Context: an optimization exercise on an open-source flow, tuned for small area. The choices shown serve that exercise and are no tape-out recipe. RTL that was checked went through simulation tests only; none was proved equivalent to the original. No functional check of the RTL was part of runs 2 to 4, 6 and 7. Power and IR drop assume default switching activity.

File: design.v
module beebc_decoder (
    input  wire [2:0]  step,
    input  wire [3:0]  opcode,
    input  wire        cf,
    input  wire        zf,
    output reg  [15:0] cw
);
    localparam [15:0] CW_NONE    = 16'h0000;
    localparam [15:0] CW_FETCH0  = 16'h4004;  
    localparam [15:0] CW_FETCH1  = 16'h2408;  
    localparam [15:0] CW_ADDR    = 16'h6000;  
    localparam [15:0] CW_LDA_1   = 16'h2200;  
    localparam [15:0] CW_LDB     = 16'h2020;  
    localparam [15:0] CW_ADD_2   = 16'h0281;  
    localparam [15:0] CW_SUB_2   = 16'h02C1;  
    localparam [15:0] CW_STA_1   = 16'h1100;  
    localparam [15:0] CW_LDI_0   = 16'h0A00;  
    localparam [15:0] CW_JUMP    = 16'h0802;  
    localparam [15:0] CW_OUT_0   = 16'h0110;  
    localparam [15:0] CW_HLT_0   = 16'h8000;  
    function [15:0] ucode;
        input [3:0] op;
        input [1:0] slot;
        begin
            ucode = CW_NONE;
            case (op)
                4'd1: case (slot)           
                          2'd0: ucode = CW_ADDR;
                          2'd1: ucode = CW_LDA_1;
                          default: ucode = CW_NONE;
                      endcase
                4'd2: case (slot)           
                          2'd0: ucode = CW_ADDR;
                          2'd1: ucode = CW_LDB;
                          2'd2: ucode = CW_ADD_2;
                          default: ucode = CW_NONE;
                      endcase
                4'd3: case (slot)           
                          2'd0: ucode = CW_ADDR;
                          2'd1: ucode = CW_LDB;
                          2'd2: ucode = CW_SUB_2;
                          default: ucode = CW_NONE;
                      endcase
                4'd4: case (slot)           
                          2'd0: ucode = CW_ADDR;
                          2'd1: ucode = CW_STA_1;
                          default: ucode = CW_NONE;
                      endcase
                4'd5:  ucode = (slot == 2'd0) ? CW_LDI_0 : CW_NONE;  
                4'd6:  ucode = (slot == 2'd0) ? CW_JUMP  : CW_NONE;  
                4'd14: ucode = (slot == 2'd0) ? CW_OUT_0 : CW_NONE;  
                4'd15: ucode = (slot == 2'd0) ? CW_HLT_0 : CW_NONE;  
                default: ucode = CW_NONE;  
            endcase
        end
    endfunction
    always @(*) begin
        if (step == 3'd0)
            cw = CW_FETCH0;
        else if (step == 3'd1)
            cw = CW_FETCH1;
        else if (step == 3'd2 && opcode == 4'd7 && cf)
            cw = CW_JUMP;
        else if (step == 3'd2 && opcode == 4'd8 && zf)
            cw = CW_JUMP;
        else if (step <= 3'd5)
            cw = ucode(opcode, step[1:0] - 2'd2);
        else
            cw = CW_NONE;
    end
endmodule
module beebc_core (
    input  wire       clk,
    input  wire       rst,         
    output wire [3:0] mem_addr,
    input  wire [7:0] mem_rdata,
    output wire [7:0] mem_wdata,
    output wire       mem_we,
    output wire [7:0] out,
    output wire       out_strobe,
    output wire       halted
);
    reg  [3:0] pc;
    reg  [2:0] step;
    reg  [3:0] mar;
    reg  [7:0] ir;
    reg  [7:0] a;
    reg  [7:0] b;
    reg  [7:0] alu;
    reg  [7:0] out_r;
    reg        cf;
    reg        zf;
    reg        halted_r;
    reg        out_valid;   
    wire [15:0] cw;
    beebc_decoder u_dec (
        .step   (step),
        .opcode (ir[7:4]),
        .cf     (cf),
        .zf     (zf),
        .cw     (cw)
    );
    wire c_hlt = cw[15];
    wire c_mi  = cw[14];
    wire c_ro  = cw[13];
    wire c_ri  = cw[12];
    wire c_io  = cw[11];
    wire c_ii  = cw[10];
    wire c_ai  = cw[9];
    wire c_ao  = cw[8];
    wire c_eo  = cw[7];
    wire c_su  = cw[6];
    wire c_bi  = cw[5];
    wire c_oi  = cw[4];
    wire c_ce  = cw[3];
    wire c_co  = cw[2];
    wire c_j   = cw[1];
    wire c_fi  = cw[0];
    wire [8:0] sum  = {1'b0, a} + {1'b0, b};
    wire [7:0] diff = a - b;
    wire [7:0] alu_r   = c_su ? diff : sum[7:0];
    wire       alu_ovf = c_su ? (a < b) : sum[8];
    wire       alu_lat = (c_eo | c_fi) & ~alu_ovf;
    wire [7:0] alu_next = alu_lat ? alu_r : alu;
    reg [7:0] bus;
    always @(*) begin
        bus = 8'h00;
        if (c_ro) bus = mem_rdata;
        if (c_io) bus = {4'h0, ir[3:0]};
        if (c_ao) bus = a;
        if (c_co) bus = {4'h0, pc};
        if (c_eo) bus = alu_next;
    end
    wire run = ~halted_r;
    always @(posedge clk) begin
        if (rst) begin
            pc       <= 4'h0;
            step     <= 3'd0;
            mar      <= 4'h0;
            ir       <= 8'h00;
            a        <= 8'h00;
            b        <= 8'h00;
            alu      <= 8'h00;
            out_r    <= 8'h00;
            cf       <= 1'b0;
            zf       <= 1'b0;
            halted_r <= 1'b0;
        end else if (run) begin
            if (c_fi) begin
                cf <= alu_ovf;
                zf <= ~alu_ovf & (alu_r == 8'h00);
            end
            alu <= alu_next;
            if (c_mi) mar   <= bus[3:0];
            if (c_ii) ir    <= bus;
            if (c_ai) a     <= bus;
            if (c_bi) b     <= bus;
            if (c_oi) out_r <= bus;
            if (c_ce)
                pc <= (c_j ? bus[3:0] : pc) + 4'd1;
            else if (c_j)
                pc <= bus[3:0];
            step <= step + 3'd1;
            if (c_hlt) halted_r <= 1'b1;
        end
    end
    always @(posedge clk) begin
        if (rst)
            out_valid <= 1'b0;
        else
            out_valid <= c_oi & run;
    end
    assign mem_addr   = mar;
    assign mem_wdata  = bus;
    assign mem_we     = c_ri & run;
    assign out        = out_r;
    assign out_strobe = out_valid;
    assign halted     = halted_r;
endmodule
File: run.sh
#!/bin/bash
# synth_recipe.tcl (not shown) runs the flow's synth.tcl, then flattens the netlist and writes it again
# the make line also repeats each setting of config.mk as NAME=value (left out here)
make -C /OpenROAD-flow-scripts/flow DESIGN_CONFIG=/design/flow/config.mk WORK_HOME=/design/flow/orfs CLKGATE_MAP_FILE= SYNTH_SCRIPT=/design/flow/synth_recipe.tcl finish
File: config.mk
export PLATFORM = sky130hd
export DESIGN_NAME = beebc_core
export DESIGN_NICKNAME = beebc_core
export VERILOG_FILES = /design/flow/design.v
export SDC_FILE = /design/flow/constraint.sdc
export NUM_CORES = 4
export LEC_CHECK = 0
export CAP_MARGIN = 20
export CORE_MARGIN = 2
export CORE_UTILIZATION = 40
export SLEW_MARGIN = 20
File: constraint.sdc
create_clock -name core_clock -period 8.0 [get_ports {clk}]
set_input_delay 1.6000 -clock core_clock [delete_from_list [all_inputs] [get_ports {clk}]]
set_output_delay 1.6000 -clock core_clock [all_outputs]
set_load 0.01 [all_outputs]
==> impl_metrics.tcl, run 1 <==
set metrics [dict create \
    cts.htree.levels 2 \
    antenna_cells 0 \
    grt_overflow 0 \
    layout.nets 512 \
    maxCapViolCount 0 \
    slowest_stage "o31ai_1" \
    status "complete, no violations" \
    p_per_area_nw_per_um2 134.9 \
    dp_hpwl_um 7776 \
    first_pass_iters 5 \
    clock_latency_ns 0.32 \
    ys_ff_latch 55 \
    initialDrtViolationCount 303 \
    slowest_delay_ns 0.57 \
    power_frac_seq_pct 52.0 \
    yosysTopAreaCell "dfxtp_1" \
    postCtsHoldBufs 0 \
    p_clk_share_pct 30.2 \
    period_needed_ns 5.337 \
    switching_share_pct 31.26 \
    num_rows 35 \
    drive_gt1_share_pct 7.531 \
    cts_tree "yes" \
    peakVddDrop_uv 77.72 \
    grt_max_degree 33 \
    gp_congestion 0.8767 \
    combPwrFrac_pct 17.8 \
    min_path_type "reg2reg" \
    setup_ws_ns 2.663 \
    synth_seq_area_share_pct 29.68 \
    drcViolationCount 0 \
    ios 33 \
    fmax_mhz 187.4 \
    crit_chain "inv_1, ha_1, nand2b_2, o2111ai_4, or2_0, nand2_1, o31ai_1, inv_1, clkdlybuf4s50_1" \
    path_class "reg2out" \
    cts.sinks 55 \
    synth-main-ff-cell "dfxtp_1" \
    die_w_um 100.3 \
    yosysMostFrequentCell "dfxtp_1" \
    start_util_pct 40.73 \
    syn2layout_area_growth_pct 12.78 \
    clock_skew_ns 0.01007 \
    tightestPinTransition_ns 0.9093 \
    grt_pass1_wl_um 16870 \
    postRouteWirelength_um 10290 \
    grt.total_usage_pct 21.00 \
    syn_inst 457 \
    fin_crit_sh_pct 66.72 \
    chipHeight_um 100.3 \
    ys_async_sr_fraction_pct 0 \
    syn-num-nets 492 \
    postCtsSetupBuffers 0 \
    p_leak_nw 1.595 \
    numCtsBuffers 5 \
    setup-tns-final_ns 0 \
    path_clk_slew_ns 0.11 \
    dieArea_um2 10060 \
    synthTopCellsByArea "dfxtp_1 (30%), ha_1 (7.8%), nor2_1 (5.5%), nand2_1 (3.8%), inv_1 (3.6%)" \
    path_common_cell "inv_1" \
    synth_area_per_cell_um2 8.118 \
    maxSlewHeadroom_pct 39.32 \
    report.final.slew_viol_count 0 \
    first_global_vias 3259 \
    place_ws_ns 2.952 \
    cp-end-kind "primary output" \
    vias 3421 \
    viasPerCell 5.808 \
    setup_violations 0 \
    io_buffers 32 \
    yosys-top-cells-count "dfxtp_1 (55), nor2_1 (54), nand2_1 (38)" \
    core-area_um2 9109 \
    synth-edff-count 0 \
    synth.distinct_cells 72 \
    rsz0062_at_grt "no" \
    start_kind "flop" \
    switchingPower_w 0.0001764 \
    wl_per_cell_um 17.47 \
    yosys.area.top_type_share_pct 29.68 \
    fin_util_pct 45.93 \
    cts_buffer_depth 2 \
    yosys_warnings 2 \
    syn_area_um2 3710 \
    final-hold-violation-count 0 \
    hold-worst-slack_ns 0.4803 \
    worstPathMaxFanout 16 \
    cts_root_buf "clkbuf_8" \
    required_ns 6.40 \
    internal_power_w 0.0003880 \
    antenna_found_initial 0 \
    postCtsResizedCells 0 \
    arrival_ns 3.74 \
    ant_nets 0 \
]
-- registers in the layout (all words and copies together), names as in the netlist, 3 cells and up --
register and flops:
mar 4, ir 8, pc 4, step 3
alu 8, b 8, a 8, out_r 8
-- layer usage --
layer / global-route usage, % / share of wire, %
met1: 29.35 / 47
met2: 34.59 / 47
met3: 2.577 / 4.6
met4: 4.953 / 1.3
met5: 0 / 0
-- per-stage QoR --
step / power, W / cell area (um^2) / std cells
after global placement: 0.0003979 / 4089 / 581
after global routing: 0.0005878 / 4184 / 589
after detailed placement: 0.0003992 / 4089 / 581
final: 0.0005645 / 4184 / 589
after CTS: 0.0005666 / 4184 / 589
after floorplan: 0.0003653 / 3710 / 457
-- path summary, 6_finish.rpt --
kind            from            to  slack (ns)  cells past startpoint
max          step[1]  mem_wdata[7]        2.66                      9
min           alu[0]        alu[0]        0.48                      2
max reg2reg  step[0]         pc[1]        4.49                     14
min reg2reg   alu[0]        alu[0]        0.48                      2
-- cell usage in the layout, fill, tap and decap left out, types with 5 or more instances in the layout --
| cell | n |
|---|---|
| a21oi_1 | 20 |
| clkdlybuf4s50_1 | 32 |
| nor2_1 | 54 |
| o21ai_0 | 25 |
| nor3_1 | 9 |
| mux2i_1 | 7 |
| dfxtp_1 | 55 |
| and2_1 | 5 |
| nand3_1 | 13 |
| clkbuf_8 | 5 |
| o22ai_1 | 7 |
| a221oi_1 | 6 |
| nand2b_1 | 5 |
| ha_1 | 23 |
| nor4_1 | 5 |
| a211oi_1 | 13 |
| nor2b_1 | 6 |
| xnor2_1 | 6 |
| inv_1 | 36 |
| nor3b_1 | 5 |
| nand2_1 | 38 |
| buf_4 | 5 |
| or3_1 | 5 |
| a31oi_1 | 13 |
-- final cells by class --
type | count | area [um^2]
fillers | 928 | 4925
multi-input cells | 342 | 2356
flip-flops and latches | 55 | 1101
repair buffers | 37 | 357.8
well taps | 111 | 138.9
inverters | 36 | 135.1
clock buffers | 5 | 68.82
clock inverters | 3 | 26.28
-- power by group through the flow --
stage	clock (W)	sequential [W]	combinational (W)
floorplan	0	0.000295	0.0000700
CTS	0.000173	0.000293	0.000100
global route	0.000181	0.000295	0.000111
detailed placement	0	0.000300	0.0000997
global placement	0	0.000299	0.0000989
finish	0.000171	0.000293	0.000100
-- worst max-delay path: cells and delay by family (launching register included) --
family	cells	cell delay, ns
fa+ha+maj	1	0.27
flops	1	0.46
compound gates	2	1.10
simple gates	3	0.87
buf+inv	3	0.72
-- cells by family after synthesis --
kind of cell               count (synthesis)  share of synthesized area (%)
AOI/OAI and AO/OA                        137                          28.37
xor gates and xnor gates                   9                          2.327
adders and majority gates                 25                          8.837
buffers and inverters                     60                          6.812
DFF                                       55                          29.68
muxes                                     10                          2.799
and+or+nand+nor                          161                          21.18
==> run 2: changes to the inputs <==
==> design.v (replaced) <==
module beebc_decoder (
    input  wire [3:0] state,
    input  wire [3:0] opcode,    
    output reg  [3:0] next
);
    always @(*) begin
        if (state == 4'd2) begin
            case (opcode)
                4'd1:    next = 4'd8;     
                4'd2:    next = 4'd10;    
                4'd3:    next = 4'd11;    
                4'd4:    next = 4'd12;    
                4'd14:   next = 4'd13;    
                4'd15:   next = 4'd15;    
                default: next = 4'd3;     
            endcase
        end else if (state == 4'd15)
            next = 4'd15;                 
        else if (state[3])
            next = 4'd4;
        else
            next = {1'b0, state[2:0] + 3'd1};
    end
endmodule
module beebc_core (
    input  wire       clk,
    input  wire       rst,         
    output wire [3:0] mem_addr,
    input  wire [7:0] mem_rdata,
    output wire [7:0] mem_wdata,
    output wire       mem_we,
    output wire [7:0] out,
    output wire       out_strobe,
    output wire       halted
);
    reg  [3:0] state;
    reg  [3:0] pc;
    reg  [3:0] n;       
    reg  [7:0] a;
    reg  [7:0] alu;
    reg        cf;
    reg        zf;
    wire [3:0] next;
    beebc_decoder u_dec (
        .state  (state),
        .opcode (mem_rdata[7:4]),
        .next   (next)
    );
    wire fetch = (state == 4'd2);
    wire s_lda = (state == 4'd8);
    wire s_alu = (state[3:1] == 3'b101);    
    wire s_sub = state[0];
    wire [7:0] b = mem_rdata ^ {8{s_sub}};
    wire [8:0] c;
    wire [7:0] r;
    assign c[0] = s_sub;
    genvar i;
    generate
        for (i = 0; i < 8; i = i + 1) begin : g_add
            assign r[i]   = a[i] ^ b[i] ^ c[i];
            assign c[i+1] = (a[i] & b[i]) | (c[i] & (a[i] ^ b[i]));
        end
    endgenerate
    wire       ovf  = c[8] ^ s_sub;
    wire [7:0] alu_next = ovf ? alu : r;
    wire [3:0] opc  = mem_rdata[7:4];
    wire is_ldi = fetch & (opc == 4'd5);
    wire jump   = fetch & ((opc == 4'd6) | (opc == 4'd7 & cf) | (opc == 4'd8 & zf));
    always @(posedge clk) begin
        n <= mem_rdata[3:0];
        if (rst) begin
            state <= 4'd0;
            pc    <= 4'd0;
            a     <= 8'h00;
            alu   <= 8'h00;
            cf    <= 1'b0;
            zf    <= 1'b0;
        end else begin
            state <= next;
            if (jump)
                pc <= mem_rdata[3:0];
            else if (fetch)
                pc <= pc + 4'd1;
            if (s_alu) begin
                alu <= alu_next;
                a   <= alu_next;
                cf  <= ovf;
                zf  <= ~ovf & (r == 8'h00);
            end else if (s_lda)
                a <= mem_rdata;
            else if (is_ldi)
                a <= {4'h0, mem_rdata[3:0]};
        end
    end
    assign mem_addr   = state[3] ? n : pc;
    assign mem_wdata  = a;
    assign mem_we     = (state == 4'd12);
    assign out        = a;
    assign out_strobe = (state == 4'd13);
    assign halted     = (state == 4'd15);
endmodule
==> impl_metrics.tcl, run 2 <==
set metrics [dict create \
    dieArea_um2 5408 \
    synth-edff-count 0 \
    dp_hpwl_um 3134 \
    initialDrtViolationCount 146 \
    cts_tree "yes" \
    yosys-top-cells-count "dfxtp_1 (30), nand2_1 (25), nor2_1 (18)" \
    drcViolationCount 0 \
    maxCapViolCount 0 \
    io_buffers 32 \
    period_needed_ns 5.917 \
    hold_end "zf" \
    cp-end-kind "flop" \
    final_common_cell "clkdlybuf4s50_1" \
    p_per_area_nw_per_um2 227.9 \
    clock_skew_ns 0.005414 \
    antenna_cells 0 \
    worstHoldPathCells 2 \
    num_rows 25 \
    p_leak_nw 0.7971 \
    syn_inst 223 \
    setup_violations 0 \
    arrival_ns 6.07 \
    fin_total_pwr_w 0.0005204 \
    tightestPinTransition_ns 1.043 \
    grt_pass1_wl_um 7500 \
    setup_ws_ns 2.083 \
    first_global_vias 1506 \
    min_path_type "reg2reg" \
    yosys_warnings 2 \
    drive_gt1_share_pct 7.950 \
    clock_latency_ns 0.28 \
    synth_area_per_cell_um2 8.674 \
    syn-num-nets 245 \
    first_pass_iters 5 \
    ant_nets 0 \
    required_ns 8.15 \
    core-area_um2 4692 \
    path_clk_slew_ns 0.07 \
    grt_max_degree 30 \
    yosysTopAreaCell "dfxtp_1" \
    gp_congestion 0.7559 \
    reg2reg_setup_slack_ns 3.17 \
    antenna_found_initial 0 \
    worstRegToRegCells 14 \
    crit_chain "clkdlybuf4s50_1, mux2i_1, fa_1, inv_1, fa_1, fa_1, fa_1, inv_1, fa_1, fa_1, fa_1, xor2_1, mux2_2, a222oi_1, nor2_1" \
    postCtsHoldBufs 0 \
    fin_crit_sh_pct 73.96 \
    viasPerCell 5.464 \
    synth.distinct_cells 51 \
    peakVddDrop_uv 109.3 \
    top_regs "a (8), alu (8)" \
    cts_root_buf "clkbuf_8" \
    synth_seq_area_share_pct 31.05 \
    vias 1601 \
    yosysMostFrequentCell "dfxtp_1" \
    r2r_start "state[0]" \
    syn_area_um2 1934 \
    grt_overflow 0 \
    report.final.slew_viol_count 0 \
    ys_async_sr_fraction_pct 0 \
    r2r_end "a[4]" \
    start_util_pct 41.23 \
    maxSlewHeadroom_pct 30.20 \
    wl_per_cell_um 15.43 \
    path_class "in2reg" \
    fin_util_pct 48.67 \
    cts.htree.levels 2 \
    cts.sinks 30 \
    path_common_cell "fa_1" \
    start_kind "input port" \
    slowest_delay_ns 0.71 \
    slowest_stage "xor2_1" \
    postRouteWirelength_um 4522 \
    ios 33 \
    hold-worst-slack_ns 0.4671 \
    grt.total_usage_pct 18.40 \
    synthTopCellsByArea "dfxtp_1 (31%), fa_1 (7.2%), nand2_1 (4.9%), buf_4 (3.9%), nor2_1 (3.5%)" \
    chipHeight_um 73.54 \
    rsz0062_at_grt "no" \
    path_buf_inv 3 \
    path_delay_family "adder cells" \
    cts_buffer_depth 2 \
    synth-main-ff-cell "dfxtp_1" \
    status "complete, no violations" \
    final_cell_mix "clkdlybuf4s50_1 (31), dfxtp_1 (30), nand2_1 (25)" \
    die_w_um 73.54 \
    ys_ff_latch 30 \
    fmax_mhz 169.0 \
    numCtsBuffers 5 \
    setup-tns-final_ns 0 \
    syn2layout_area_growth_pct 18.05 \
    postCtsResizedCells 0 \
    postCtsSetupBuffers 0 \
    worstPathMaxFanout 12 \
    place_ws_ns 1.753 \
    min_from "zf" \
    final-hold-violation-count 0 \
    layout.nets 260 \
    yosys.area.top_type_share_pct 31.05 \
]
-- run 2: cell count changes after synthesis, moves of 7 or more --
cell     change
nor2_1      -36
inv_1       -27
dfxtp_1     -25
ha_1        -18
o21ai_0     -17
nand2_1     -13
a21oi_1     -10
nand3_1      -9
a31oi_1      -8
buf_4        +7
nor3_1       -7
o22ai_1      -7
-- run 2: worst min-delay path: cells and delay by family, from the launching register on --
family          cells  cell delay, ns
flops               1            0.32
compound gates      1            0.05
simple gates        1            0.05
-- run 2: kinds of logic after synthesis --
logic type	share of synthesized area (%)
DFF	31.05
muxes	4.528
AOI/OAI and AO/OA	17.92
and+or+nand+nor	21.48
adders and majority gates	10.48
xor gates and xnor gates	5.433
buffers and inverters	9.120
-- run 2: cell type report --
type	count	area (um^2)
clock buffers	5	68.82
repair buffers	32	315.3
fillers	483	2409
multi-input cells	160	1157
well taps	54	67.56
inverters	9	33.78
clock inverters	3	40.04
flip-flops and latches	30	600.6
-- run 2: how the worst max path moves through the flow --
| stage | from | end | slack (ns) | depth (start not counted) |
|---|---|---|---|---|
| after floorplan | mem_rdata[1] | a[2] | 3.09 | 14 |
| after global placement | mem_rdata[0] | a[4] | 1.96 | 15 |
| after detailed placement | mem_rdata[0] | a[4] | 1.75 | 15 |
| after CTS | mem_rdata[0] | a[4] | 2.04 | 15 |
| after global routing | mem_rdata[0] | a[4] | 1.82 | 15 |
| final | mem_rdata[0] | a[4] | 2.08 | 15 |
-- run 2: routing by layer --
layer	vias to the layer above	track usage [%]	share of wire, %
li1	800	-	-
met1	739	26.29	49
met2	53	26.49	44
met3	9	3.567	4.8
met4	0	8.687	2.2
met5	-	0	0
-- run 2: power by group --
group          switching (W)  internal (W)
registers          0.0000263      0.000164
clock network      0.0000607     0.0000916
logic              0.0000921     0.0000855
total               0.000179      0.000341
-- run 2: through the flow --
step / std cells / cell area [um^2]
final: 293 / 2283
after global routing: 293 / 2283
after global placement: 285 / 2180
after floorplan: 223 / 1934
after CTS: 293 / 2288
after detailed placement: 285 / 2180
==> run 3: changes to the inputs <==
--- a/config.mk
+++ b/config.mk
@@ -8,4 +8,7 @@
 export CAP_MARGIN = 20
 export CORE_MARGIN = 2
 export CORE_UTILIZATION = 40
+export CTS_BUF_LIST = sky130_fd_sc_hd__clkbuf_8
+export CTS_CLUSTER_DIAMETER = 200
+export CTS_CLUSTER_SIZE = 50
 export SLEW_MARGIN = 20
==> impl_metrics.tcl, run 3 <==
set metrics [dict create \
    status "complete, no violations" \
    grt_use_met2_pct 26.49 \
    cts.htree.levels 2 \
    multi_input_area_um2 1157 \
    top_regs "a (8), alu (8)" \
    wl_per_cell_um 15.43 \
    drcViolationCount 0 \
    postCtsHoldBufs 0 \
    syn2layout_area_growth_pct 18.05 \
    tightestPinTransition_ns 1.043 \
    yosys.area.top_type_share_pct 31.05 \
    yosysTopAreaCell "dfxtp_1" \
    gp_congestion 0.7559 \
    required_ns 8.15 \
    synth-edff-count 0 \
    ant_nets 0 \
    grt.total_usage_pct 18.40 \
    ys_async_sr_fraction_pct 0 \
    cts_tree "yes" \
    grtUsageMet1_pct 26.29 \
    numCtsBuffers 5 \
    drive_gt1_share_pct 7.950 \
    start_kind "input port" \
    num_rows 25 \
    seq_area_um2 600.6 \
    ys_ff_latch 30 \
    yosys_warnings 2 \
    fin_crit_sh_pct 73.96 \
    report.final.slew_viol_count 0 \
    maxSlewHeadroom_pct 30.20 \
    dieArea_um2 5408 \
    synth.distinct_cells 51 \
    cts_root_buf "clkbuf_8" \
    maxCapViolCount 0 \
    first_global_vias 1506 \
    p_per_area_nw_per_um2 227.9 \
    final_area_um2 2283 \
    io_buffers 32 \
    synth_area_per_cell_um2 8.674 \
    syn-num-nets 245 \
    worstPathMaxFanout 12 \
    yosys-top-cells-count "dfxtp_1 (30), nand2_1 (25), nor2_1 (18)" \
    ios 33 \
    setup-tns-final_ns 0 \
    layout.nets 260 \
    fin_total_pwr_w 0.0005204 \
    antenna_found_initial 0 \
    grt_pass1_wl_um 7500 \
    fill_cells 483 \
    initialDrtViolationCount 146 \
    setup_violations 0 \
    period_needed_ns 5.917 \
    grt_max_degree 30 \
    antenna_cells 0 \
    peakVddDrop_uv 109.3 \
    first_pass_iters 5 \
    syn_area_um2 1934 \
    synth-main-ff-cell "dfxtp_1" \
    p_leak_nw 0.7971 \
    cts.sinks 30 \
    viasPerCell 5.464 \
    min_path_type "reg2reg" \
    clock_skew_ns 0.005414 \
    place_ws_ns 1.753 \
    postCtsResizedCells 0 \
    chipHeight_um 73.54 \
    cp-end-kind "flop" \
    arrival_ns 6.07 \
    synth_seq_area_share_pct 31.05 \
    cts_buffer_depth 2 \
    vias 1601 \
    final-hold-violation-count 0 \
    final_common_cell "clkdlybuf4s50_1" \
    syn_inst 223 \
    grt_busiest_layer "met2" \
    path_class "in2reg" \
    synthTopCellsByArea "dfxtp_1 (31%), fa_1 (7.2%), nand2_1 (4.9%), buf_4 (3.9%), nor2_1 (3.5%)" \
    yosysMostFrequentCell "dfxtp_1" \
    postRouteWirelength_um 4522 \
    setup_ws_ns 2.083 \
    postCtsSetupBuffers 0 \
    path_clk_slew_ns 0.07 \
    rsz0062_at_grt "no" \
    grtUsageMet3_pct 3.567 \
    core-area_um2 4692 \
    clock_latency_ns 0.28 \
    place_area_um2 2180 \
    die_w_um 73.54 \
    start_util_pct 41.23 \
    dp_hpwl_um 3134 \
    grt_overflow 0 \
    final_cell_mix "clkdlybuf4s50_1 (31), dfxtp_1 (30), nand2_1 (25)" \
    fmax_mhz 169.0 \
]
run 3: cell counts after synthesis:
Identical to the previous run, type by type.
run 3: logic make-up (layout without fill, tap and decap cells):
logic type / count (synthesis) / in the layout / share of synthesized area (%)
AOI/OAI and AO/OA: 51 / 51 / 17.92
xor gates and xnor gates: 12 / 12 / 5.433
muxes: 8 / 8 / 4.528
and+or+nand+nor: 77 / 77 / 21.48
buffers and inverters: 33 / 49 / 9.120
DFF: 30 / 30 / 31.05
adders and majority gates: 12 / 12 / 10.48
run 3: worst paths after layout:
path,cells after the start,slack [ns],start,end
hold reg to reg,2,0.47,zf,zf
setup / recovery,15,2.08,mem_rdata[0],a[4]
setup reg to reg,14,3.17,state[0],a[4]
hold / removal,2,0.47,zf,zf
run 3: per-stage QoR:
stage	hold WS [ns]	util [%]	std cells
floorplan	0.4321	-	223
global placement	0.4488	46.45	285
detailed placement	0.4599	46.45	285
CTS	0.4704	48.77	293
global route	0.4888	48.67	293
finish	0.4671	48.67	293
run 3: metal layers:
metal  wire, um  share of wire, %
met1       2234                49
met2       1970                44
met3        215               4.8
met4        101               2.2
met5          0                 0
run 3: final cells by class:
type | count | share of cell area (%)
multi-input combinational | 160 | 50.68
clock inverter | 3 | 1.753
clock buffer | 5 | 3.014
timing repair buffer | 32 | 13.81
tap | 54 | 2.959
inverter | 9 | 1.479
sequential | 30 | 26.30
run 3: report_power, final:
group	internal (W)	total, W	switching (W)
combinational	0.0000855	0.000178	0.0000921
clock	0.0000916	0.000152	0.0000607
sequential	0.000164	0.000190	0.0000263
total	0.000341	0.000520	0.000179
run 3: critical path: stages:
cell	delay, ns
clkdlybuf4s50_1	0.61
mux2i_1	0.14
fa_1	0.42
inv_1	0.08
fa_1	0.17
fa_1	0.18
fa_1	0.16
inv_1	0.05
fa_1	0.38
fa_1	0.40
fa_1	0.43
xor2_1	0.71
mux2_2	0.41
a222oi_1	0.27
nor2_1	0.06
==> run 4: changes to the inputs <==
--- a/config.mk
+++ b/config.mk
@@ -8,7 +8,7 @@
 export CAP_MARGIN = 20
 export CORE_MARGIN = 2
 export CORE_UTILIZATION = 40
-export CTS_BUF_LIST = sky130_fd_sc_hd__clkbuf_8
+export CTS_BUF_LIST = sky130_fd_sc_hd__clkbuf_4
 export CTS_CLUSTER_DIAMETER = 200
 export CTS_CLUSTER_SIZE = 50
 export SLEW_MARGIN = 20
==> impl_metrics.tcl, run 4 <==
set metrics [dict create \
    slowest_delay_ns 0.70 \
    p_clk_share_pct 25.0 \
    power_frac_seq_pct 38.8 \
    min_path_type "reg2reg" \
    crit_cells 15 \
    worstHoldPathCells 2 \
    period_needed_ns 5.856 \
    postCtsSetupBuffers 0 \
    cts_root_buf "clkbuf_4" \
    fin_crit_sh_pct 73.21 \
    numCtsBuffers 5 \
    first_global_vias 1499 \
    clock_skew_ns 0.01033 \
    syn-num-nets 245 \
    drive_gt1_share_pct 7.950 \
    dieArea_um2 5408 \
    worstPathMaxFanout 12 \
    switching_share_pct 35.92 \
    path_delay_family "adder cells" \
    peakVddDrop_uv 109.0 \
    yosysTopAreaCell "dfxtp_1" \
    layout.nets 260 \
    grt_pass1_wl_um 7445 \
    wl_per_cell_um 15.28 \
    report.final.slew_viol_count 0 \
    status "complete, no violations" \
    die_w_um 73.54 \
    first_pass_iters 4 \
    ios 33 \
    combPwrFrac_pct 36.2 \
    cts_tree "yes" \
    p_per_area_nw_per_um2 217.7 \
    ys_async_sr_fraction_pct 0 \
    synth.distinct_cells 51 \
    setup_violations 0 \
    synth_area_per_cell_um2 8.674 \
    synth-main-ff-cell "dfxtp_1" \
    yosysMostFrequentCell "dfxtp_1" \
    rsz0062_at_grt "no" \
    cts.sinks 30 \
    wl_met2_um 1910 \
    internal_power_w 0.0003142 \
    postCtsResizedCells 0 \
    grt_overflow 0 \
    syn2layout_area_growth_pct 16.43 \
    start_util_pct 41.23 \
    maxCapViolCount 0 \
    postCtsHoldBufs 0 \
    place_area_um2 2180 \
    top_regs "a (8), alu (8)" \
    tightestPinTransition_ns 1.066 \
    fill_cells 491 \
    highest_layer "met4" \
    viasPerCell 5.328 \
    start_kind "input port" \
    slowest_stage "xor2_1" \
    num_rows 25 \
    fmax_mhz 170.8 \
    p_leak_nw 0.7841 \
    postRouteWirelength_um 4477 \
    clock_latency_ns 0.33 \
    crit_chain "clkdlybuf4s50_1, mux2i_1, fa_1, inv_1, fa_1, fa_1, fa_1, inv_1, fa_1, fa_1, fa_1, xor2_1, mux2_2, a222oi_1, nor2_1" \
    antenna_cells 0 \
    core-area_um2 4692 \
    ys_ff_latch 30 \
    synthTopCellsByArea "dfxtp_1 (31%), fa_1 (7.2%), nand2_1 (4.9%), buf_4 (3.9%), nor2_1 (3.5%)" \
    cts_buffer_depth 2 \
    dp_hpwl_um 3134 \
    yosys-top-cells-count "dfxtp_1 (30), nand2_1 (25), nor2_1 (18)" \
    final_area_um2 2252 \
    antenna_found_initial 0 \
    ant_nets 0 \
    final-hold-violation-count 0 \
    grt.total_usage_pct 18.29 \
    path_buf_inv 3 \
    dr_wl_met3_um 199 \
    placed_cells 285 \
    wl_met1_um 2280 \
    final_cell_mix "clkdlybuf4s50_1 (31), dfxtp_1 (30), nand2_1 (25)" \
    setup-tns-final_ns 0 \
    drcViolationCount 0 \
    path_common_cell "fa_1" \
    synth_seq_area_share_pct 31.05 \
    vias 1561 \
    cp-end-kind "flop" \
    initialDrtViolationCount 115 \
    synth-edff-count 0 \
    path_class "in2reg" \
    grt_max_degree 30 \
    switchingPower_w 0.0001761 \
    final_cell_count_no_fill 293 \
    maxSlewHeadroom_pct 28.69 \
    worstRegToRegCells 14 \
    arrival_ns 6.07 \
    chipHeight_um 73.54 \
    fin_util_pct 48.00 \
    cts.htree.levels 2 \
    syn_area_um2 1934 \
    final_common_cell "clkdlybuf4s50_1" \
    syn_inst 223 \
    required_ns 8.21 \
    yosys.area.top_type_share_pct 31.05 \
    path_clk_slew_ns 0.11 \
    io_buffers 32 \
    yosys_warnings 2 \
    gp_congestion 0.7559 \
]
==> run 4: cell count changes in the layout (fill, tap and decap cells not counted) <==
cell,before,now
clkbuf_8,5,0
clkbuf_4,0,5
==> run 4: kinds of logic (layout without fill, tap and decap cells) <==
logic type | after synthesis | count (layout) | synth area share [%]
compound gates | 51 | 51 | 17.92
simple gates | 77 | 77 | 21.48
flops | 30 | 30 | 31.05
fa+ha+maj | 12 | 12 | 10.48
buf+inv | 33 | 49 | 9.120
xor+xnor | 12 | 12 | 5.433
mux | 8 | 8 | 4.528
==> run 4: per-stage QoR <==
stage | setup slack, ns | power (W) | hold slack (ns)
2_1_floorplan | 3.092 | 0.0003236 | 0.4321
3_3_place_gp | 1.958 | 0.0003702 | 0.4488
3_5_place_dp | 1.753 | 0.0003714 | 0.4599
4_1_cts | 2.105 | 0.0004954 | 0.4763
5_1_grt | 1.893 | 0.0005257 | 0.4950
6_report | 2.144 | 0.0004903 | 0.4717
==> run 4: worst paths after layout <==
check,start,end,slack [ns]
setup / recovery,mem_rdata[0],a[4],2.14
hold / removal,zf,zf,0.47
setup reg to reg,state[0],a[4],3.18
hold reg to reg,zf,zf,0.47
==> run 4: layout make-up <==
| class | count | area, um^2 | area share [%] |
|---|---|---|---|
| clock inverter | 3 | 40.04 | 1.778 |
| tap | 54 | 67.56 | 3.000 |
| sequential | 30 | 600.6 | 26.67 |
| inverter | 9 | 33.78 | 1.500 |
| multi-input combinational | 160 | 1157 | 51.39 |
| clock buffer | 5 | 37.54 | 1.667 |
| timing repair buffer | 32 | 315.3 | 14.00 |
==> run 4: worst reg2reg max path: cells and delay by family (launching register included) <==
family / cells / cell delay, ns
DFF: 1 / 0.76
adders and majority gates: 7 / 2.15
xor gates and xnor gates: 2 / 0.91
AOI/OAI and AO/OA: 1 / 0.28
muxes: 1 / 0.42
buffers and inverters: 2 / 0.13
and+or+nand+nor: 1 / 0.06
==> run 4: power groups by stage <==
stage | clock (W) | sequential [W] | combinational [W]
after floorplan | 0 | 0.000181 | 0.000142
after global placement | 0 | 0.000194 | 0.000176
after detailed placement | 0 | 0.000194 | 0.000178
after CTS | 0.000126 | 0.000190 | 0.000179
after global routing | 0.000133 | 0.000194 | 0.000199
final | 0.000123 | 0.000190 | 0.000177
==> run 4: routing by layer <==
metal / GRT usage (%) / vias up
li1: - / 802
met4: 9.293 / 0
met3: 3.567 / 6
met2: 26.09 / 41
met5: 0 / -
met1: 26.04 / 712
==> run 5: changes to the inputs <==
--- a/design.v
+++ b/design.v
@@ -50,18 +50,10 @@
     wire s_lda = (state == 4'd8);
     wire s_alu = (state[3:1] == 3'b101);    
     wire s_sub = state[0];
-    wire [7:0] b = mem_rdata ^ {8{s_sub}};
-    wire [8:0] c;
-    wire [7:0] r;
-    assign c[0] = s_sub;
-    genvar i;
-    generate
-        for (i = 0; i < 8; i = i + 1) begin : g_add
-            assign r[i]   = a[i] ^ b[i] ^ c[i];
-            assign c[i+1] = (a[i] & b[i]) | (c[i] & (a[i] ^ b[i]));
-        end
-    endgenerate
-    wire       ovf  = c[8] ^ s_sub;
+    wire [7:0] b    = mem_rdata ^ {8{s_sub}};
+    wire [8:0] sum  = {1'b0, a} + {1'b0, b} + {8'h00, s_sub};
+    wire [7:0] r    = sum[7:0];
+    wire       ovf  = sum[8] ^ s_sub;
     wire [7:0] alu_next = ovf ? alu : r;
     wire [3:0] opc  = mem_rdata[7:4];
     wire is_ldi = fetch & (opc == 4'd5);
--- a/config.mk
+++ b/config.mk
@@ -8,7 +8,4 @@
 export CAP_MARGIN = 20
 export CORE_MARGIN = 2
 export CORE_UTILIZATION = 40
-export CTS_BUF_LIST = sky130_fd_sc_hd__clkbuf_4
-export CTS_CLUSTER_DIAMETER = 200
-export CTS_CLUSTER_SIZE = 50
 export SLEW_MARGIN = 20
==> impl_metrics.tcl, run 5 <==
set metrics [dict create \
    status "complete, no violations" \
    path_clk_slew_ns 0.07 \
    die_w_um 78.45 \
    path_buf_inv 1 \
    clock_skew_ns 0.007707 \
    grt.total_usage_pct 18.71 \
    antenna_cells 0 \
    crit_chain "clkdlybuf4s50_1, xor2_1, ha_1, o211ai_1, o211a_1, o211ai_2, nand3_1, a311oi_1" \
    viasPerCell 5.784 \
    placed_cells 350 \
    ys_async_sr_fraction_pct 0 \
    ant_nets 0 \
    worstHoldPathCells 2 \
    fin_total_pwr_w 0.0005805 \
    ios 33 \
    ys_ff_latch 30 \
    peakVddDrop_uv 128.2 \
    final_area_um2 2626 \
    yosysTopAreaCell "dfxtp_1" \
    path_class "in2reg" \
    worstPathMaxFanout 15 \
    dp_hpwl_um 3844 \
    tightestPinTransition_ns 1.128 \
    dieArea_um2 6154 \
    final_cell_mix "clkdlybuf4s50_1 (32), dfxtp_1 (30), a21oi_1 (25)" \
    cts_buffer_depth 2 \
    setup_violations 0 \
    syn_area_um2 2217 \
    drive_gt1_share_pct 7.368 \
    grtUsageMet1_pct 25.80 \
    chipHeight_um 78.45 \
    fmax_mhz 233.3 \
    postCtsResizedCells 0 \
    place_ws_ns 3.447 \
    grt_overflow 0 \
    final_common_cell "clkdlybuf4s50_1" \
    cts_tree "yes" \
    cts.htree.levels 2 \
    maxSlewHeadroom_pct 24.55 \
    r2r_start "state[0]" \
    start_util_pct 40.76 \
    yosys_warnings 2 \
    synth.distinct_cells 58 \
    startpoint "mem_rdata[4]" \
    yosysMostFrequentCell "dfxtp_1" \
    fin_crit_sh_pct 53.57 \
    synth-main-ff-cell "dfxtp_1" \
    synth-edff-count 0 \
    period_needed_ns 4.286 \
    slowest_stage "clkdlybuf4s50_1" \
    initialDrtViolationCount 115 \
    vias 2065 \
    postCtsSetupBuffers 0 \
    synthTopCellsByArea "dfxtp_1 (27%), ha_1 (7.3%), a21oi_1 (5.6%), xor2_1 (5.1%), o21ai_0 (5.0%)" \
    final-hold-violation-count 0 \
    maxCapViolCount 0 \
    grt_pass1_wl_um 9149 \
    synth_seq_area_share_pct 27.09 \
    slowest_delay_ns 0.62 \
    syn-num-nets 293 \
    p_leak_nw 1.020 \
    syn2layout_area_growth_pct 18.45 \
    grt_busiest_layer "met2" \
    p_per_area_nw_per_um2 221.0 \
    gp_congestion 0.7901 \
    cts.sinks 30 \
    postCtsHoldBufs 0 \
    postRouteWirelength_um 5450 \
    layout.nets 309 \
    first_pass_iters 4 \
    rsz0062_at_grt "no" \
    drcViolationCount 0 \
    top_regs "a (8), alu (8)" \
    core-area_um2 5439 \
    start_kind "input port" \
    min_path_type "reg2reg" \
    place_area_um2 2507 \
    cp-end-kind "flop" \
    clock_latency_ns 0.28 \
    report.final.slew_viol_count 0 \
    first_global_vias 1921 \
    num_rows 27 \
    numCtsBuffers 5 \
    path_delay_family "compound AO/OA/AOI/OAI gates" \
    min_from "cf" \
    crit_cells 8 \
    io_buffers 32 \
    setup-tns-final_ns 0 \
    yosys.area.top_type_share_pct 27.09 \
    wl_per_cell_um 15.27 \
    grtUsageMet3_pct 4.023 \
    required_ns 8.17 \
    grt_max_degree 31 \
    yosys-top-cells-count "dfxtp_1 (30), a21oi_1 (25), o21ai_0 (22)" \
    worstRegToRegCells 7 \
    arrival_ns 4.46 \
    antenna_found_initial 0 \
    final_cell_count_no_fill 357 \
    setup_ws_ns 3.714 \
    synth_area_per_cell_um2 8.242 \
    cts_root_buf "clkbuf_8" \
    syn_inst 269 \
    grt_use_met2_pct 28.62 \
]
run 5: cell count changes after synthesis, sizes merged, moves of 8 or more:
cell   delta
o21ai    +15
ha        +8
a21oi    +15
nand2    -18
nor3     +14
xor2      +8
run 5: kinds of logic (layout without fill, tap and decap cells):
group	after synthesis	after routing	synth area share (%)
AND/OR/NAND/NOR	83	83	21.33
XOR/XNOR	14	14	5.531
multiplexers	9	9	4.514
buffers and inverters	31	47	6.772
flip-flops	30	30	27.09
adder cells (fa/ha/maj)	14	14	8.239
AO/OA/AOI/OAI	88	88	26.52
run 5: stage by stage:
stage                     util (%)  hold slack [ns]
after floorplan                  -           0.4457
after global placement       46.10           0.4607
after detailed placement     46.10           0.4670
after CTS                    48.17           0.4771
after global routing         48.29           0.4953
final                        48.29           0.4755
run 5: worst paths after layout:
check,endpoint,slack [ns]
setup / recovery,a[2],3.71
hold / removal,cf,0.48
setup reg to reg,a[2],4.91
hold reg to reg,cf,0.48
run 5: where the power goes:
| group | leakage, nW | switching, W | total, W | internal (W) |
|---|---|---|---|---|
| sequential | 0.244 | 0.0000234 | 0.000186 | 0.000163 |
| combinational | 0.718 | 0.000133 | 0.000236 | 0.000102 |
| clock | 0.0573 | 0.0000592 | 0.000159 | 0.0000996 |
run 5: final cells by class:
cell class / count / area [um^2]
Clock inverter: 1 / 30.03
Timing Repair Buffer: 32 / 320.3
Clock buffer: 6 / 82.58
Fill cell: 552 / 2813
Inverter: 8 / 30.03
Tap cell: 72 / 90.09
Multi-Input combinational cell: 208 / 1473
Sequential cell: 30 / 600.6
run 5: routing by layer:
| layer | share of wire, % | routed length, um |
|---|---|---|
| met1 | 50 | 2722 |
| met2 | 45 | 2472 |
| met3 | 3.7 | 200 |
| met4 | 1.0 | 55 |
| met5 | 0 | 0 |
run 5: worst min-delay path, stage by stage (launching register included):
cell	delay, ns
dfxtp_1	0.32
nand2_1	0.06
a21oi_1	0.05
==> run 6: changes to the inputs <==
--- a/design.v
+++ b/design.v
@@ -16,6 +16,10 @@
             endcase
         end else if (state == 4'd15)
             next = 4'd15;                 
+        else if (state == 4'd10 || state == 4'd11)
+            next = 4'd9;                  
+        else if (state == 4'd9)
+            next = 4'd5;
         else if (state[3])
             next = 4'd4;
         else
@@ -46,25 +50,39 @@
         .opcode (mem_rdata[7:4]),
         .next   (next)
     );
-    wire fetch = (state == 4'd2);
-    wire s_lda = (state == 4'd8);
-    wire s_alu = (state[3:1] == 3'b101);    
-    wire s_sub = state[0];
-    wire [7:0] b    = mem_rdata ^ {8{s_sub}};
-    wire [8:0] sum  = {1'b0, a} + {1'b0, b} + {8'h00, s_sub};
-    wire [7:0] r    = sum[7:0];
-    wire       ovf  = sum[8] ^ s_sub;
-    wire [7:0] alu_next = ovf ? alu : r;
+    wire fetch  = (state == 4'd2);
+    wire s_lda  = (state == 4'd8);
+    wire s_alu  = (state[3:1] == 3'b101);    
+    wire s_sub  = state[0];
+    wire s_copy = (state == 4'd9);           
+    wire [7:0] b = mem_rdata ^ {8{s_sub}};
+    wire [8:0] c;
+    wire [7:0] r;
+    assign c[0] = s_sub;
+    genvar i;
+    generate
+        for (i = 0; i < 8; i = i + 1) begin : g_add
+            assign r[i]   = a[i] ^ b[i] ^ c[i];
+            assign c[i+1] = (a[i] & b[i]) | (c[i] & (a[i] ^ b[i]));
+        end
+    endgenerate
+    wire ovf = c[8] ^ s_sub;
     wire [3:0] opc  = mem_rdata[7:4];
     wire is_ldi = fetch & (opc == 4'd5);
     wire jump   = fetch & ((opc == 4'd6) | (opc == 4'd7 & cf) | (opc == 4'd8 & zf));
+    wire a_from_alu = ~rst & s_copy;
+    wire a_from_mem = ~rst & (s_lda | is_ldi);
+    wire a_hold     = ~rst & ~(s_copy | s_lda | is_ldi);
+    wire [7:0] ld   = {mem_rdata[7:4] & {4{~fetch}}, mem_rdata[3:0]};
+    wire alu_load   = ~rst & s_alu & ~ovf;
+    wire alu_hold   = ~rst & ~(s_alu & ~ovf);
     always @(posedge clk) begin
-        n <= mem_rdata[3:0];
+        n   <= mem_rdata[3:0];
+        a   <= ({8{a_from_alu}} & alu) | ({8{a_from_mem}} & ld) | ({8{a_hold}} & a);
+        alu <= ({8{alu_load}} & r) | ({8{alu_hold}} & alu);
         if (rst) begin
             state <= 4'd0;
             pc    <= 4'd0;
-            a     <= 8'h00;
-            alu   <= 8'h00;
             cf    <= 1'b0;
             zf    <= 1'b0;
         end else begin
@@ -74,14 +92,9 @@
             else if (fetch)
                 pc <= pc + 4'd1;
             if (s_alu) begin
-                alu <= alu_next;
-                a   <= alu_next;
-                cf  <= ovf;
-                zf  <= ~ovf & (r == 8'h00);
-            end else if (s_lda)
-                a <= mem_rdata;
-            else if (is_ldi)
-                a <= {4'h0, mem_rdata[3:0]};
+                cf <= ovf;
+                zf <= ~ovf & (r == 8'h00);
+            end
         end
     end
     assign mem_addr   = state[3] ? n : pc;
==> flow/run.sh (new file) <==
#!/bin/bash
# Standard ORFS layout (standard.sh), with two changes to config.mk:
#  - the port buffers are the smallest buffer cell, sky130_fd_sc_hd__buf_1;
#  - clock tree synthesis options (CTS_ARGS below), when set.
# Each tool's output goes to standard.log in this folder; ORFS's own per-step
# logs stay under orfs/logs.
set -e
echo 'export BUFFER_PORTS_ARGS = -buffer_cell sky130_fd_sc_hd__buf_1' >> config.mk
CTS_ARGS=""
if [ -n "$CTS_ARGS" ]; then echo "export CTS_ARGS = $CTS_ARGS" >> config.mk; fi
bash standard.sh > standard.log 2>&1
==> standard.sh (new file) <==
#!/bin/bash
# synth_recipe.tcl (not shown) runs the flow's synth.tcl, then flattens the netlist and writes it again
# the make line also repeats each setting of config.mk as NAME=value (left out here)
make -C /OpenROAD-flow-scripts/flow DESIGN_CONFIG=/design/flow/config.mk WORK_HOME=/design/flow/orfs CLKGATE_MAP_FILE= SYNTH_SCRIPT=/design/flow/synth_recipe.tcl "${@:-finish}"
--- a/config.mk
+++ b/config.mk
@@ -8,4 +8,6 @@
 export CAP_MARGIN = 20
 export CORE_MARGIN = 2
 export CORE_UTILIZATION = 40
+export CTS_BUF_LIST = sky130_fd_sc_hd__clkbuf_4
 export SLEW_MARGIN = 20
+export BUFFER_PORTS_ARGS = -buffer_cell sky130_fd_sc_hd__buf_1
removed: run.sh
==> impl_metrics.tcl, run 6 <==
set metrics [dict create \
    status "complete, no violations" \
    period_needed_ns 5.169 \
    seq_area_um2 600.6 \
    rsz0062_at_grt "no" \
    yosys.area.top_type_share_pct 32.17 \
    worstHoldPathCells 2 \
    cts.htree.levels 2 \
    placed_cells 257 \
    r2r_end "alu[5]" \
    clock_latency_ns 0.34 \
    start_kind "input port" \
    synth-main-ff-cell "dfxtp_1" \
    ant_nets 0 \
    yosysMostFrequentCell "dfxtp_1" \
    io_buffers 32 \
    grt_max_degree 21 \
    tightestPinTransition_ns 0.7069 \
    first_global_vias 1455 \
    gp_congestion 0.7794 \
    yosysTopAreaCell "dfxtp_1" \
    fill_cells 465 \
    ys_async_sr_fraction_pct 0 \
    fin_total_pwr_w 0.0004732 \
    wl_per_cell_um 16.24 \
    postCtsHoldBufs 0 \
    min_from "alu[0]" \
    path_clk_slew_ns 0.11 \
    vias 1489 \
    layout.nets 234 \
    p_per_area_nw_per_um2 239.8 \
    synth_area_per_cell_um2 9.623 \
    fmax_mhz 193.5 \
    hold_end "alu[0]" \
    synth_xor_area_share_pct 5.630 \
    die_w_um 72.32 \
    cts.sinks 30 \
    synth-edff-count 0 \
    r2r_start "state[0]" \
    final-hold-violation-count 0 \
    cp-end-kind "flop" \
    grt.total_usage_pct 17.71 \
    synthSimpleGateAreaFrac_pct 18.57 \
    yosys-top-cells-count "dfxtp_1 (30), inv_1 (15), nand2_1 (10)" \
    ios 33 \
    num_rows 24 \
    first_pass_iters 4 \
    path_class "in2reg" \
    clock_skew_ns 0.009211 \
    maxCapViolCount 0 \
    synth.distinct_cells 48 \
    syn_inst 194 \
    postCtsSetupBuffers 0 \
    maxSlewHeadroom_pct 52.77 \
    worstRegToRegCells 13 \
    viasPerCell 5.619 \
    dieArea_um2 5229 \
    core-area_um2 4414 \
    peakVddDrop_uv 83.07 \
    synthMuxAreaShare_pct 2.413 \
    synth_top_family_by_area "compound AO/OA/AOI/OAI gates" \
    top_regs "a (8), alu (8)" \
    arrival_ns 5.45 \
    cts_root_buf "clkbuf_4" \
    synthAdderAreaFrac_pct 10.86 \
    antenna_cells 0 \
    required_ns 8.28 \
    grt_pass1_wl_um 7169 \
    setup_ws_ns 2.831 \
    start_util_pct 42.29 \
    report.final.slew_viol_count 0 \
    final_cell_mix "buf_1 (32), dfxtp_1 (30), inv_1 (15)" \
    setup_violations 0 \
    worstPathMaxFanout 9 \
    final_cell_count_no_fill 265 \
    syn-num-nets 216 \
    cts_buffer_depth 2 \
    postCtsResizedCells 0 \
    hold-worst-slack_ns 0.4883 \
    setup-tns-final_ns 0 \
    reg2reg_setup_slack_ns 3.50 \
    grt_overflow 0 \
    yosys_warnings 2 \
    drcViolationCount 0 \
    drive_gt1_share_pct 11.27 \
    fin_crit_sh_pct 64.61 \
    numCtsBuffers 5 \
    initialDrtViolationCount 101 \
    dp_hpwl_um 3085 \
    final_common_cell "buf_1" \
    syn_area_um2 1867 \
    place_ws_ns 2.460 \
    postRouteWirelength_um 4303 \
    cts_tree "yes" \
    synth_seq_area_share_pct 32.17 \
    ys_ff_latch 30 \
    syn2layout_area_growth_pct 5.697 \
    chipHeight_um 72.32 \
    synth_compound_area_share_pct 18.97 \
    antenna_found_initial 0 \
    min_path_type "reg2reg" \
    p_leak_nw 0.7969 \
    synthTopCellsByArea "dfxtp_1 (32%), fa_1 (7.5%), a222oi_1 (4.3%), xor2_1 (3.8%), buf_4 (3.6%)" \
    multi_input_area_um2 1054 \
]
-- run 6: cell types whose count changed after synthesis, sizes merged, moves of 9 or more --
cell    delta
a21oi     -20
o21ai     -15
clkbuf    -11
nor2      -10
buf        +9
nor3       -9
-- run 6: layout make-up --
type,instances,area share (%)
Timing Repair Buffer,32,6.088
Clock buffer,5,1.902
Inverter,15,2.854
Tap cell,52,3.297
Multi-Input combinational cell,128,53.39
Sequential cell,30,30.44
Clock inverter,3,2.029
-- run 6: kinds of logic after synthesis --
kind of cell | count (synthesis)
flops | 30
simple gates | 56
buf+inv | 36
compound gates | 44
fa+ha+maj | 12
xor+xnor | 12
mux | 4
-- run 6: worst max-delay path, cell delays in order --
cell and delay (ns):
buf_1 0.22, o21ai_0 0.15, fa_1 0.40, fa_1 0.39, fa_1 0.39, fa_1 0.38, fa_1 0.36, inv_1 0.07
fa_1 0.16, inv_1 0.05, fa_1 0.37, xnor2_1 0.18, a31oi_2 0.50, a22o_1 0.22
-- run 6: worst max path at each step --
stage,cells after the start,to,startpoint,slack (ns)
after global routing,14,alu[5],mem_rdata[0],2.62
after CTS,14,alu[5],mem_rdata[0],2.82
final,14,alu[5],mem_rdata[0],2.83
after global placement,14,alu[3],mem_rdata[0],2.57
after detailed placement,14,alu[3],mem_rdata[0],2.46
after floorplan,13,alu[1],mem_rdata[1],2.94
-- run 6: metrics by stage --
step | util [%] | instance area, um^2
after detailed placement | 42.94 | 1896
final | 44.70 | 1973
after global placement | 42.94 | 1896
after global routing | 44.70 | 1973
after CTS | 44.70 | 1973
after floorplan | - | 1867
-- run 6: metal layers --
metal	share of wire, %	vias to the layer above	GRT usage (%)
met5	0	-	0
met4	0.93	0	3.774
met3	4.6	4	4.583
met2	47	30	28.54
met1	48	731	23.96
li1	-	724	-
-- run 6: report_power, final --
group / leakage [nW] / total (W) / switching [W] / internal (W)
combinational: 0.508 / 0.000155 / 0.0000863 / 0.0000686
clock: 0.0450 / 0.000124 / 0.0000589 / 0.0000647
sequential: 0.244 / 0.000195 / 0.0000298 / 0.000165
total: 0.797 / 0.000473 / 0.000175 / 0.000298
==> run 7: changes to the inputs <==
--- a/flow/run.sh
+++ b/flow/run.sh
@@ -6,6 +6,6 @@
 # logs stay under orfs/logs.
 set -e
 echo 'export BUFFER_PORTS_ARGS = -buffer_cell sky130_fd_sc_hd__buf_1' >> config.mk
-CTS_ARGS=""
+CTS_ARGS="-sink_clustering_enable -repair_clock_nets -buf_list sky130_fd_sc_hd__clkbuf_8 -dont_use_dummy_load"
 if [ -n "$CTS_ARGS" ]; then echo "export CTS_ARGS = $CTS_ARGS" >> config.mk; fi
 bash standard.sh > standard.log 2>&1
--- a/config.mk
+++ b/config.mk
@@ -11,3 +11,4 @@
 export CTS_BUF_LIST = sky130_fd_sc_hd__clkbuf_4
 export SLEW_MARGIN = 20
 export BUFFER_PORTS_ARGS = -buffer_cell sky130_fd_sc_hd__buf_1
+export CTS_ARGS = -sink_clustering_enable -repair_clock_nets -buf_list sky130_fd_sc_hd__clkbuf_8 -dont_use_dummy_load
==> impl_metrics.tcl, run 7 <==
set metrics [dict create \
    syn2layout_area_growth_pct 5.228 \
    ios 33 \
    setup_ws_ns 2.771 \
    maxSlewHeadroom_pct 50.93 \
    yosys-top-cells-count "dfxtp_1 (30), inv_1 (15), nand2_1 (10)" \
    cp-end-kind "flop" \
    maxCapViolCount 0 \
    antenna_cells 0 \
    fin_crit_sh_pct 65.36 \
    setup-tns-final_ns 0 \
    fill_cells 463 \
    cts_buffer_depth 2 \
    start_kind "input port" \
    postRouteWirelength_um 4265 \
    worstPathMaxFanout 9 \
    viasPerCell 5.637 \
    clock_skew_ns 0.01441 \
    grt_overflow 0 \
    top_regs "a (8), alu (8)" \
    ant_nets 0 \
    fmax_mhz 191.2 \
    start_util_pct 42.29 \
    p_leak_nw 0.7879 \
    tightestPinTransition_ns 0.7345 \
    period_needed_ns 5.229 \
    postCtsHoldBufs 0 \
    syn_inst 194 \
    report.final.slew_viol_count 0 \
    rsz0062_at_grt "no" \
    min_path_type "reg2reg" \
    yosysMostFrequentCell "dfxtp_1" \
    final_cell_mix "buf_1 (32), dfxtp_1 (30), inv_1 (15)" \
    wl_per_cell_um 16.28 \
    clock_latency_ns 0.29 \
    first_global_vias 1440 \
    io_buffers 32 \
    drive_gt1_share_pct 10.00 \
    antenna_found_initial 0 \
    grt_max_degree 21 \
    syn-num-nets 216 \
    vias 1477 \
    grt_pass1_wl_um 7169 \
    cts_tree "yes" \
    path_clk_slew_ns 0.07 \
    gp_congestion 0.7794 \
    initialDrtViolationCount 110 \
    slowest_stage "a31oi_2" \
    cts.sinks 30 \
    syn_area_um2 1867 \
    yosys.area.top_type_share_pct 32.17 \
    dieArea_um2 5229 \
    crit_chain "buf_1, o21ai_0, fa_1, fa_1, fa_1, fa_1, fa_1, inv_1, fa_1, inv_1, fa_1, xnor2_1, a31oi_2, a22o_1" \
    grt.total_usage_pct 17.94 \
    numCtsBuffers 5 \
    p_per_area_nw_per_um2 233.4 \
    dp_hpwl_um 3085 \
    cts.htree.levels 2 \
    synth_seq_area_share_pct 32.17 \
    layout.nets 234 \
    drcViolationCount 0 \
    postCtsResizedCells 0 \
    slowest_delay_ns 0.51 \
    core-area_um2 4414 \
    place_area_um2 1896 \
    status "complete, no violations" \
    ys_async_sr_fraction_pct 0 \
    path_class "in2reg" \
    synth_area_per_cell_um2 9.623 \
    cts_root_buf "clkbuf_8" \
    synth.distinct_cells 48 \
    final_cell_count_no_fill 262 \
    setup_violations 0 \
    yosysTopAreaCell "dfxtp_1" \
    peakVddDrop_uv 83.62 \
    final_area_um2 1964 \
    first_pass_iters 4 \
    final_common_cell "buf_1" \
    ys_ff_latch 30 \
    synth-main-ff-cell "dfxtp_1" \
    die_w_um 72.32 \
    place_ws_ns 2.460 \
    synth-edff-count 0 \
    num_rows 24 \
    synthTopCellsByArea "dfxtp_1 (32%), fa_1 (7.5%), a222oi_1 (4.3%), xor2_1 (3.8%), buf_4 (3.6%)" \
    yosys_warnings 2 \
    path_common_cell "fa_1" \
    postCtsSetupBuffers 0 \
    final-hold-violation-count 0 \
    placed_cells 257 \
    required_ns 8.22 \
    chipHeight_um 72.32 \
    arrival_ns 5.45 \
]
-- run 7: cell counts after synthesis --
Identical to the previous run, type by type.
-- run 7: critical path: cells and delay by family --
kind	cells	cell delay (ns)
adders and majority gates	7	2.47
AOI/OAI and AO/OA	3	0.89
buffers and inverters	3	0.33
xor gates and xnor gates	1	0.18
-- run 7: layout make-up --
cell class | count | area (um^2) | area share [%]
sequential | 30 | 600.6 | 30.57
inverter | 15 | 56.30 | 2.866
multi-input combinational | 128 | 1054 | 53.63
clock buffer | 5 | 68.82 | 3.503
tap | 52 | 65.06 | 3.312
timing repair buffer | 32 | 120.1 | 6.115
-- run 7: per-stage QoR --
| stage | power [W] | hold slack, ns | util (%) |
|---|---|---|---|
| 2_1_floorplan | 0.0003216 | 0.4257 | - |
| 3_3_place_gp | 0.0003505 | 0.4474 | 42.94 |
| 3_5_place_dp | 0.0003529 | 0.4596 | 42.94 |
| 4_1_cts | 0.0004633 | 0.4766 | 44.50 |
| 5_1_grt | 0.0004960 | 0.5048 | 44.50 |
| 6_report | 0.0004586 | 0.4743 | 44.50 |
-- run 7: worst paths after layout --
kind | start | to | slack, ns | cells past startpoint
setup / recovery | mem_rdata[0] | alu[5] | 2.77 | 14
hold / removal | alu[0] | alu[0] | 0.47 | 2
setup reg to reg | state[0] | alu[5] | 3.50 | 13
hold reg to reg | alu[0] | alu[0] | 0.47 | 2
-- run 7: report_power, final --
part | total (W) | internal (W) | switching (W)
registers | 0.000195 | 0.000165 | 0.0000300
logic | 0.000154 | 0.0000686 | 0.0000858
clock network | 0.000109 | 0.0000559 | 0.0000532
total | 0.000459 | 0.000290 | 0.000169
-- run 7: per-layer routing --
metal	global-route usage, %	wire (um)	vias up
met5	0	0	-
met4	5.660	57	0
met3	4.583	175	6
met2	28.34	1972	32
met1	24.05	2059	721
li1	-	-	718
-- run 7: cells by family (layout without fill, tap and decap cells) --
logic type / after synthesis / in the layout / synth area share (%)
AND/OR/NAND/NOR: 56 / 56 / 18.57
AO/OA/AOI/OAI: 44 / 44 / 18.97
buffers and inverters: 36 / 52 / 11.39
flip-flops: 30 / 30 / 32.17
adder cells (fa/ha/maj): 12 / 12 / 10.86
XOR/XNOR: 12 / 12 / 5.630
multiplexers: 4 / 4 / 2.413

afterwards: timing with drivers on the ports:
Ports are ideal in the flow. The routed layouts listed here were re-timed in OpenROAD.
Step 1: set_driving_cell puts a clkbuf_16 on clk and a buf_2 on each other input, an assumption about the parent block.
Step 2 moves the port delays by t, midway between the first and last clock arrival at a register: inputs arrive t later, outputs are due t later. That takes back most of the time a late clock gives input paths.
a / b / c = no drivers / after step 1 / after step 2; a / b = the first two.
| run | shift t [ns] | setup slack, ns | worst hold slack (ns) | worst slew at a driven data input, ns | cell pins on the clock port's net |
|---|---|---|---|---|---|
| run 1 | 0.349 | 2.663 / 2.630 / 2.934 | 0.480 / 0.480 / 0.480 | 0.03 | 1 |
| run 2 | 0.307 | 2.083 / 2.083 / 1.776 | 0.467 / 0.467 / 0.467 | 0.04 | 1 |
| run 3 | 0.307 | 2.083 / 2.083 / 1.776 | 0.467 / 0.467 / 0.467 | 0.04 | 1 |
| run 4 | 0.352 | 2.144 / 2.141 / 1.789 | 0.472 / 0.472 / 0.472 | 0.04 | 1 |
| run 5 | 0.307 | 3.714 / 3.722 / 3.415 | 0.475 / 0.475 / 0.475 | 0.03 | 1 |
| run 6 | 0.357 | 2.831 / 2.834 / 2.477 | 0.488 / 0.488 / 0.488 | 0.03 | 1 |
| run 7 | 0.306 | 2.771 / 2.777 / 2.471 | 0.474 / 0.474 / 0.474 | 0.03 | 1 |
After both steps every run listed still meets setup and hold. For run 4, which loses most, drivers alone change the setup slack by -0.003 ns; drivers and shift together by -0.355 ns.
